Context: an optimization exercise on an open-source flow, tuned for small area. The choices shown serve that exercise and are no tape-out recipe.
The RTL was checked by simulation tests, not by an equivalence proof against the original design.
No activity file was given, so power comes from the tool's default toggle rates.

==> inputs of job 1845 <==
// cp_slot_engine
module cp_slot_engine (
    input  wire        clk,
    input  wire        rst,
    input  wire [3:0]  dip,
    input  wire        res_ok,
    input  wire        tick,
    input  wire        sample,
    input  wire        btn_check,
    input  wire        btn_write,
    input  wire        fa_rsp,
    input  wire [2:0]  fa_status,
    input  wire        fa_flag,
    input  wire [31:0] fa_size,
    input  wire [3:0]  st_idx,
    output wire [3:0]  mux_addr,
    output wire [15:0] led,
    output wire        fa_req,
    output wire [2:0]  fa_cmd,
    output wire [3:0]  fa_speed,
    output wire        arch_req,
    output wire        busy,
    output wire        ready,
    output wire        gerr,
    output wire        fatal,
    output wire [2:0]  run_err,
    output wire [2:0]  fatal_code,
    output wire [1:0]  evt,
    output wire [8:0]  st_data
);
    wire        boot_first, boot_run, boot_end;
    wire [15:0] m_fast, m_slow, m_on, m_data;
    reg  [3:0]  speed_cfg;
    always @(posedge clk)
        if (rst) speed_cfg <= dip;
    wire sample_en = sample && !rst && !fatal;
    cp_debounce u_db_check (
        .clk(clk), .rst(rst), .step(sample), .en(sample_en), .level(btn_check), .press(evt[0])
    );
    cp_debounce u_db_write (
        .clk(clk), .rst(rst), .step(sample), .en(sample_en), .level(btn_write), .press(evt[1])
    );
    cp_blink u_blink (
        .clk        (clk),
        .rst        (rst),
        .tick       (tick),
        .boot_first (boot_first),
        .boot_run   (boot_run),
        .m_fast     (m_fast),
        .m_slow     (m_slow),
        .m_on       (m_on),
        .m_data     (m_data),
        .led_visible(led),
        .boot_end   (boot_end)
    );
    cp_controller u_ctl (
        .clk       (clk),
        .rst       (rst),
        .res_ok    (res_ok),
        .tick      (tick),
        .boot_end  (boot_end),
        .evt       (evt),
        .fa_rsp    (fa_rsp),
        .fa_status (fa_status),
        .fa_flag   (fa_flag),
        .fa_size   (fa_size),
        .st_idx    (st_idx),
        .boot_first(boot_first),
        .boot_run  (boot_run),
        .busy      (busy),
        .ready     (ready),
        .fatal     (fatal),
        .mux_addr  (mux_addr),
        .fa_req    (fa_req),
        .fa_cmd    (fa_cmd),
        .arch_req  (arch_req),
        .gerr      (gerr),
  ...
Settings: LEC_CHECK=0, CAP_MARGIN=20, CORE_MARGIN=2, CORE_UTILIZATION=55, CTS_BUF_LIST=sky130_fd_sc_hd__clkbuf_8, SLEW_MARGIN=20; clock period 10.0 ns.
standard.sh (not shown) runs the stock make flow with config.mk's settings and CLKGATE_MAP_FILE= SYNTH_SCRIPT=/design/flow/synth_recipe.tcl, a recipe that flattens the netlist after the stock synthesis.
==> flow/flow/run.sh <==
#!/bin/bash
# The standard layout with these changes:
#  - synthesis maps the logic with an area-oriented ABC script (flow/abc_area.script);
#    everything else in synthesis, registers included, is synth_recipe.tcl's;
#  - the port buffers are buf_1 instead of ORFS's default cell;
set -euo pipefail
here=$PWD
cat flow/abc_override.tcl synth_recipe.tcl > "$here/area_synth.tcl"
export FLOW_ABC_SCRIPT="$here/flow/abc_area.script"
bash standard.sh SYNTH_SCRIPT="$here/area_synth.tcl" \
  BUFFER_PORTS_ARGS="-buffer_cell sky130_fd_sc_hd__buf_1" \
  CTS_ARGS="-sink_clustering_enable -repair_clock_nets -buf_list sky130_fd_sc_hd__clkbuf_8 -dont_use_dummy_load" \
  finish > standard.log 2>&1
==> flow/flow/abc_area.script <==
&get -n
&st
&dch
&nf -a
&put
mfs2 -W 8
strash
&get -n
&dch -f
&nf -a -R 1000
&put
mfs2 -W 8
strash
&get -n
&dch -f
&nf -a -R 1000
&put
==> flow/flow/abc_override.tcl <==
# Prepended to synth_recipe.tcl: every abc call runs the area script next to
# this file instead of ORFS's speed script. Registers are untouched.
proc abc {args} {
  set i [lsearch -exact $args -script]
  if {$i >= 0} { set args [lreplace $args [expr {$i+1}] [expr {$i+1}] $::env(FLOW_ABC_SCRIPT)] }
  yosys abc {*}$args
}
==> inputs of job 9657, as changes to job 1845 <==
--- a/flow/flow/run.sh
+++ b/flow/flow/run.sh
@@ -6,8 +6,8 @@
 set -euo pipefail
 here=$PWD
 cat flow/abc_override.tcl synth_recipe.tcl > "$here/area_synth.tcl"
 export FLOW_ABC_SCRIPT="$here/flow/abc_area.script"
 bash standard.sh SYNTH_SCRIPT="$here/area_synth.tcl" \
   BUFFER_PORTS_ARGS="-buffer_cell sky130_fd_sc_hd__buf_1" \
-  CTS_ARGS="-sink_clustering_enable -repair_clock_nets -buf_list sky130_fd_sc_hd__clkbuf_8 -dont_use_dummy_load" \
+  CTS_ARGS="-sink_clustering_enable -repair_clock_nets -buf_list sky130_fd_sc_hd__clkbuf_16 -dont_use_dummy_load" \
   finish > standard.log 2>&1
--- a/flow/config.mk
+++ b/flow/config.mk
@@ -4,9 +4,9 @@
 export VERILOG_FILES = /design/flow/design.v
 export SDC_FILE = /design/flow/constraint.sdc
 export NUM_CORES = 4
 export LEC_CHECK = 0
 export CAP_MARGIN = 20
 export CORE_MARGIN = 2
-export CORE_UTILIZATION = 55
+export CORE_UTILIZATION = 40
 export CTS_BUF_LIST = sky130_fd_sc_hd__clkbuf_8
 export SLEW_MARGIN = 20
==> inputs of job 5319, as changes to job 1845 <==
--- a/flow/design.v
+++ b/flow/design.v
@@ -12,13 +12,12 @@
     assign m_slow = ~ctx_gerr & ~ctx_act & ~rec[2] & rec[0];
     assign m_on   = ~ctx_gerr & ~ctx_act & ~rec[2] & rec[1];
 endmodule
 module cp_debounce (
     input  wire clk,
     input  wire rst,
-    input  wire step,     
     input  wire en,       
     input  wire level,    
     output wire press     
 );
     localparam S_IDLE = 3'd0, S_P1 = 3'd1, S_P2 = 3'd3, S_CONF = 3'd4, S_R1 = 3'd6, S_R2 = 3'd5;
     reg [2:0] state, state_n;
@@ -32,78 +31,73 @@
             S_R2:    state_n = level ? S_CONF : S_IDLE;
             default: state_n = S_IDLE;
         endcase
     end
     always @(posedge clk) begin
         if (rst)     state <= S_IDLE;
-        else if (step) state <= state_n;
+        else if (en) state <= state_n;
     end
     assign press = en & level & (state == S_P2);
 endmodule
 module cp_blink (
     input  wire        clk,
     input  wire        rst,
     input  wire        tick,
-    input  wire        boot_first,   
+    input  wire        fatal,
     input  wire        boot_run,     
     input  wire [15:0] m_fast,
     input  wire [15:0] m_slow,
     input  wire [15:0] m_on,
     input  wire [15:0] m_data,
     output reg  [15:0] led_visible,
     output wire        boot_end      
 );
     localparam [4:0] S0 = 5'b11101;
-    localparam [4:0] MASK = 5'd21;
     reg [4:0]  cnt   [0:15];
     reg [4:0]  cnt_n [0:15];
     reg [15:0] lvl_n;
     reg [4:0]  c;
     reg        w, clr;
     integer i;
     always @* begin
         for (i = 0; i < 16; i = i + 1) begin
-            c = cnt[i] ^ MASK;
+            c = cnt[i];
             w = (m_fast[i] & ~((c[3] & c[2] & c[0]) | (c[4] & c[2] & c[1]))) |
                 (m_slow[i] & c[4] & ~c[2] & c[1] & c[0]);
             clr = w | m_data[i] | ~(m_fast[i] | m_slow[i]);
             cnt_n[i] = clr ? S0 : {~(c[0] ^ c[3]), c[4:1]};
             lvl_n[i] = (w | m_data[i]) ? ~led_visible[i] :
                        (m_fast[i] | m_slow[i]) ? led_visible[i] : m_on[i];
         end
     end
     assign boot_end = tick & led_visible[15];
     always @(posedge clk)
         if (tick)
-            for (i = 0; i < 16; i = i + 1) cnt[i] <= cnt_n[i] ^ MASK;
+            for (i = 0; i < 16; i = i + 1) cnt[i] <= cnt_n[i];
     always @(posedge clk) begin
         if (rst)
             led_visible <= 16'h0000;
-        else if (tick) begin
-            if (boot_first)
-                led_visible <= 16'h0001;
-            else if (boot_run)
-                led_visible <= {led_visible[14:0], 1'b0};
+        else if (tick && !fatal) begin
+            if (boot_run)
+                led_visible <= {led_visible[14:0], ~|led_visible};
             else
                 led_visible <= lvl_n;
         end
     end
 endmodule
 module cp_controller (
     input  wire        clk,
     input  wire        rst,
     input  wire        res_ok,
-    input  wire        tick,
     input  wire        boot_end,    
     input  wire [1:0]  evt,         
     input  wire        fa_rsp,
     input  wire [2:0]  fa_status,
     input  wire        fa_flag,
     input  wire [31:0] fa_size,
     input  wire [3:0]  st_idx,
-    output wire        boot_first,
     output wire        boot_run,
     output wire        busy,
     output wire        ready,
     output wire        fatal,
     output reg  [3:0]  mux_addr,
     output reg         fa_req,
@@ -117,13 +111,13 @@
     output wire [15:0] m_data,
     output wire [8:0]  st_data
 );
     localparam PH_IDLE   = 4'd0,  PH_START  = 4'd1,  PH_SELECT = 4'd2,  PH_S2     = 4'd3,
                PH_S1     = 4'd4,  PH_S0     = 4'd5,  PH_DETECT = 4'd6,  PH_READ   = 4'd7,
                PH_ARCHIVE= 4'd8,  PH_WRITE  = 4'd9,  PH_VERIFY = 4'd10, PH_NEXT   = 4'd11,
-               PH_BOOT0  = 4'd12, PH_BOOTD  = 4'd13, PH_BOOTR  = 4'd14, PH_FATAL  = 4'd15;
+               PH_BOOTD  = 4'd13, PH_BOOTR  = 4'd14, PH_FATAL  = 4'd15;
     localparam RC_ABS = 3'b000, RC_MATCH = 3'b001, RC_OK = 3'b010, RC_MISM = 3'b100,
                RC_VFY = 3'b101, RC_RD    = 3'b110, RC_WR = 3'b111;
     localparam E_OK = 3'd0, E_NOCHIP = 3'd1, E_READ = 3'd3, E_WRITE = 3'd4, E_VERIFY = 3'd5;
     localparam C_NONE = 3'd0, C_DETECT = 3'd1, C_READ = 3'd2, C_WRITE = 3'd3, C_VERIFY = 3'd4;
     reg [3:0]  phase, phase_n;
     reg        wfw, wfw_n;           
@@ -146,28 +140,26 @@
     endgenerate
     wire cls_pres = (fa_status == E_OK) && fa_flag;
     wire cls_abs  = (fa_status == E_NOCHIP) || ((fa_status == E_OK) && !fa_flag);
     wire st_ok    = (fa_status == E_OK);
     wire act = (phase == PH_READ) || (phase == PH_WRITE) || (phase == PH_VERIFY) ||
                (((phase == PH_S2) || (phase == PH_S1) || (phase == PH_S0)) && wfw && cur != 4'd0);
-    assign boot_first = (phase == PH_BOOT0);
-    assign boot_run   = (phase == PH_BOOTR);
+    assign boot_run = (phase == PH_BOOTR);
     assign fatal    = (phase == PH_FATAL);
     assign busy     = (phase != PH_IDLE);
-    assign ready    = !fatal && !boot_first && !boot_run && (phase != PH_BOOTD);
+    assign ready    = !fatal && (phase != PH_BOOTR) && (phase != PH_BOOTD);
     assign run_err  = {1'b0, rf, gerr};
     wire [3:0] nxt = cur + 1'b1;
-    wire [15:0] cur_oh = 16'd1 << cur;
     wire [15:0] match;
     assign match[0] = 1'b0;
     generate
         for (g = 1; g < 16; g = g + 1) begin : g_match
             assign match[g] = rec[g][1] | rec[g][0];
         end
     endgenerate
-    wire       nxt_match = |(match & {cur_oh[14:0], 1'b0});
+    wire       nxt_match = match[nxt];
     always @* begin
         phase_n  = phase;
         wfw_n    = wfw;
         cur_n    = cur;
         rf_n     = rf;
         gerr_n   = gerr;
@@ -283,14 +275,12 @@
                             phase_n = PH_SELECT;
                     end
                 end
                 default: ;
             endcase
         end
-        if (phase == PH_BOOT0 && tick)
-            phase_n = PH_BOOTR;
         if (phase == PH_BOOTR && boot_end)
             phase_n = PH_BOOTD;
         if (phase == PH_IDLE) begin
             if (evt[0]) begin
                 wfw_n   = 1'b0;
                 phase_n = PH_START;
@@ -302,12 +292,13 @@
         if (rst) begin
             fa_req   = 1'b0;
             fa_cmd   = C_NONE;
             arch_req = 1'b0;
         end
     end
+    wire [15:0] cur_oh = 16'd1 << cur;
     generate
         for (g = 0; g < 16; g = g + 1) begin : g_mode
             cp_ledmode u_mode (
                 .rec      (rec_all[g]),
                 .ctx_gerr (gerr),
                 .ctx_act  (act & cur_oh[g]),
@@ -359,13 +350,13 @@
                 if (rec_wipe | (rec_upd & cur_oh[g]))
                     rec[g] <= rec_wd;
         end
     endgenerate
     always @(posedge clk) begin
         if (rst) begin
-            phase <= res_ok ? PH_BOOT0 : PH_FATAL;
+            phase <= res_ok ? PH_BOOTR : PH_FATAL;
             gerr  <= 1'b0;
             rf    <= 1'b0;
             rec0  <= 2'b00;
         end else begin
             phase <= phase_n;
             gerr  <= gerr_n;
@@ -400,50 +391,48 @@
     output wire        fatal,
     output wire [2:0]  run_err,
     output wire [2:0]  fatal_code,
     output wire [1:0]  evt,
     output wire [8:0]  st_data
 );
-    wire        boot_first, boot_run, boot_end;
+    wire        boot_run, boot_end;
     wire [15:0] m_fast, m_slow, m_on, m_data;
     reg  [3:0]  speed_cfg;
     always @(posedge clk)
         if (rst) speed_cfg <= dip;
     wire sample_en = sample && !rst && !fatal;
     cp_debounce u_db_check (
-        .clk(clk), .rst(rst), .step(sample), .en(sample_en), .level(btn_check), .press(evt[0])
+        .clk(clk), .rst(rst), .en(sample_en), .level(btn_check), .press(evt[0])
     );
     cp_debounce u_db_write (
-        .clk(clk), .rst(rst), .step(sample), .en(sample_en), .level(btn_write), .press(evt[1])
+        .clk(clk), .rst(rst), .en(sample_en), .level(btn_write), .press(evt[1])
     );
     cp_blink u_blink (
         .clk        (clk),
         .rst        (rst),
         .tick       (tick),
-        .boot_first (boot_first),
+        .fatal      (fatal),
         .boot_run   (boot_run),
         .m_fast     (m_fast),
         .m_slow     (m_slow),
         .m_on       (m_on),
         .m_data     (m_data),
         .led_visible(led),
         .boot_end   (boot_end)
     );
     cp_controller u_ctl (
         .clk       (clk),
         .rst       (rst),
         .res_ok    (res_ok),
-        .tick      (tick),
         .boot_end  (boot_end),
         .evt       (evt),
         .fa_rsp    (fa_rsp),
         .fa_status (fa_status),
         .fa_flag   (fa_flag),
         .fa_size   (fa_size),
         .st_idx    (st_idx),
-        .boot_first(boot_first),
         .boot_run  (boot_run),
         .busy      (busy),
         .ready     (ready),
         .fatal     (fatal),
         .mux_addr  (mux_addr),
         .fa_req    (fa_req),
==> flow/flow/run.sh (replaced) <==
#!/bin/bash
set -euo pipefail
here=$PWD
cat flow/abc_override.tcl synth_recipe.tcl > "$here/area_synth.tcl"
export FLOW_ABC_SCRIPT="$here/flow/abc_area.script"
bash standard.sh SYNTH_SCRIPT="$here/area_synth.tcl" \
  BUFFER_PORTS_ARGS="-buffer_cell sky130_fd_sc_hd__buf_1" finish > standard.log 2>&1
==> flow/config.mk (replaced) <==
export PLATFORM = sky130hd
export DESIGN_NAME = cp_slot_engine
export DESIGN_NICKNAME = cp_slot_engine
export VERILOG_FILES = /design/flow/design.v
export SDC_FILE = /design/flow/constraint.sdc
export NUM_CORES = 4
export LEC_CHECK = 0
export CAP_MARGIN = 0
export CORE_MARGIN = 2
export CORE_UTILIZATION = 65
export CTS_BUF_LIST = sky130_fd_sc_hd__clkbuf_8
export CTS_CLUSTER_DIAMETER = 60
export CTS_CLUSTER_SIZE = 24
export SLEW_MARGIN = 0
==> comparison <==
Clock skew: job 1845 > job 9657 > job 5319. Count of clock-buffer cells in the layout is the same in job 9657 and job 1845. Setup slack: job 5319 < job 1845 < job 9657. Of job 5319 and job 9657, job 9657 has the higher synthesized cell count (gap 4.0%, measured against job 9657). Against job 1845, the sequential power of job 5319 is larger by about 5%.
==> figures <==
metric                                                           job 1845  job 5319  job 9657
Sequential power share                                              58.9%     51.3%     53.7%
Via density per instance                                            5.948     6.615     5.625
Met3 Wirelength                                                   1620 um   2504 um   2114 um
Layout buffering overhead excluding clock cells                    4.267%    4.193%    4.144%
CTS clk-pin slew, worst paths                                       70 ps    120 ps     70 ps
Synth Instances                                                       931       894       931
Clock period minus worst slack                                    6254 ps   6446 ps   6230 ps
Run status                                       timing/DRC/antenna clean  timing/DRC/antenna clean  timing/DRC/antenna clean
Final setup skew                                                 47.50 ps  18.06 ps  24.91 ps
Synthesized-area fraction occupied by ao, oa, aoi and oai cells    15.67%    15.17%    15.67%
Count of multi-input gates                                            677       668       677

## afterwards: timing with drivers on the ports
No port has a modelled driver above. Below, the same layouts with a new extraction and two added sets of constraints. Step 1 (the two cells are an assumption about what drives the block):
set clk [get_ports {clk}]
set_driving_cell -lib_cell sky130_fd_sc_hd__clkbuf_16 $clk
set_driving_cell -lib_cell sky130_fd_sc_hd__buf_2 [delete_from_list [all_inputs] $clk]
Step 2 adds t to the input delays and takes it off the output delays; t is the mean of the earliest and latest rising clock arrival at the registers after step 1. Input paths then give back, and output paths get back, about the clock's delay inside the block. a / b / c = ideal / step 1 / step 2; a / b = the first two.
run	shift t [ns]	setup WS [ns]	clock arrival spread, ns	worst slew at a driven data input, ns	pins driven straight from the clock port
job 1845	0.510	3.746 / 3.719 / 3.719	0.048 / 0.048	0.04	1
job 9657	0.463	3.770 / 3.748 / 3.748	0.025 / 0.025	0.04	1
job 5319	0.533	3.554 / 3.521 / 3.521	0.019 / 0.018	0.04	1
After both steps setup and hold are still met in every run listed. For job 5319, which loses most, drivers alone change the setup slack by -0.033 ns; drivers and shift together by -0.033 ns.
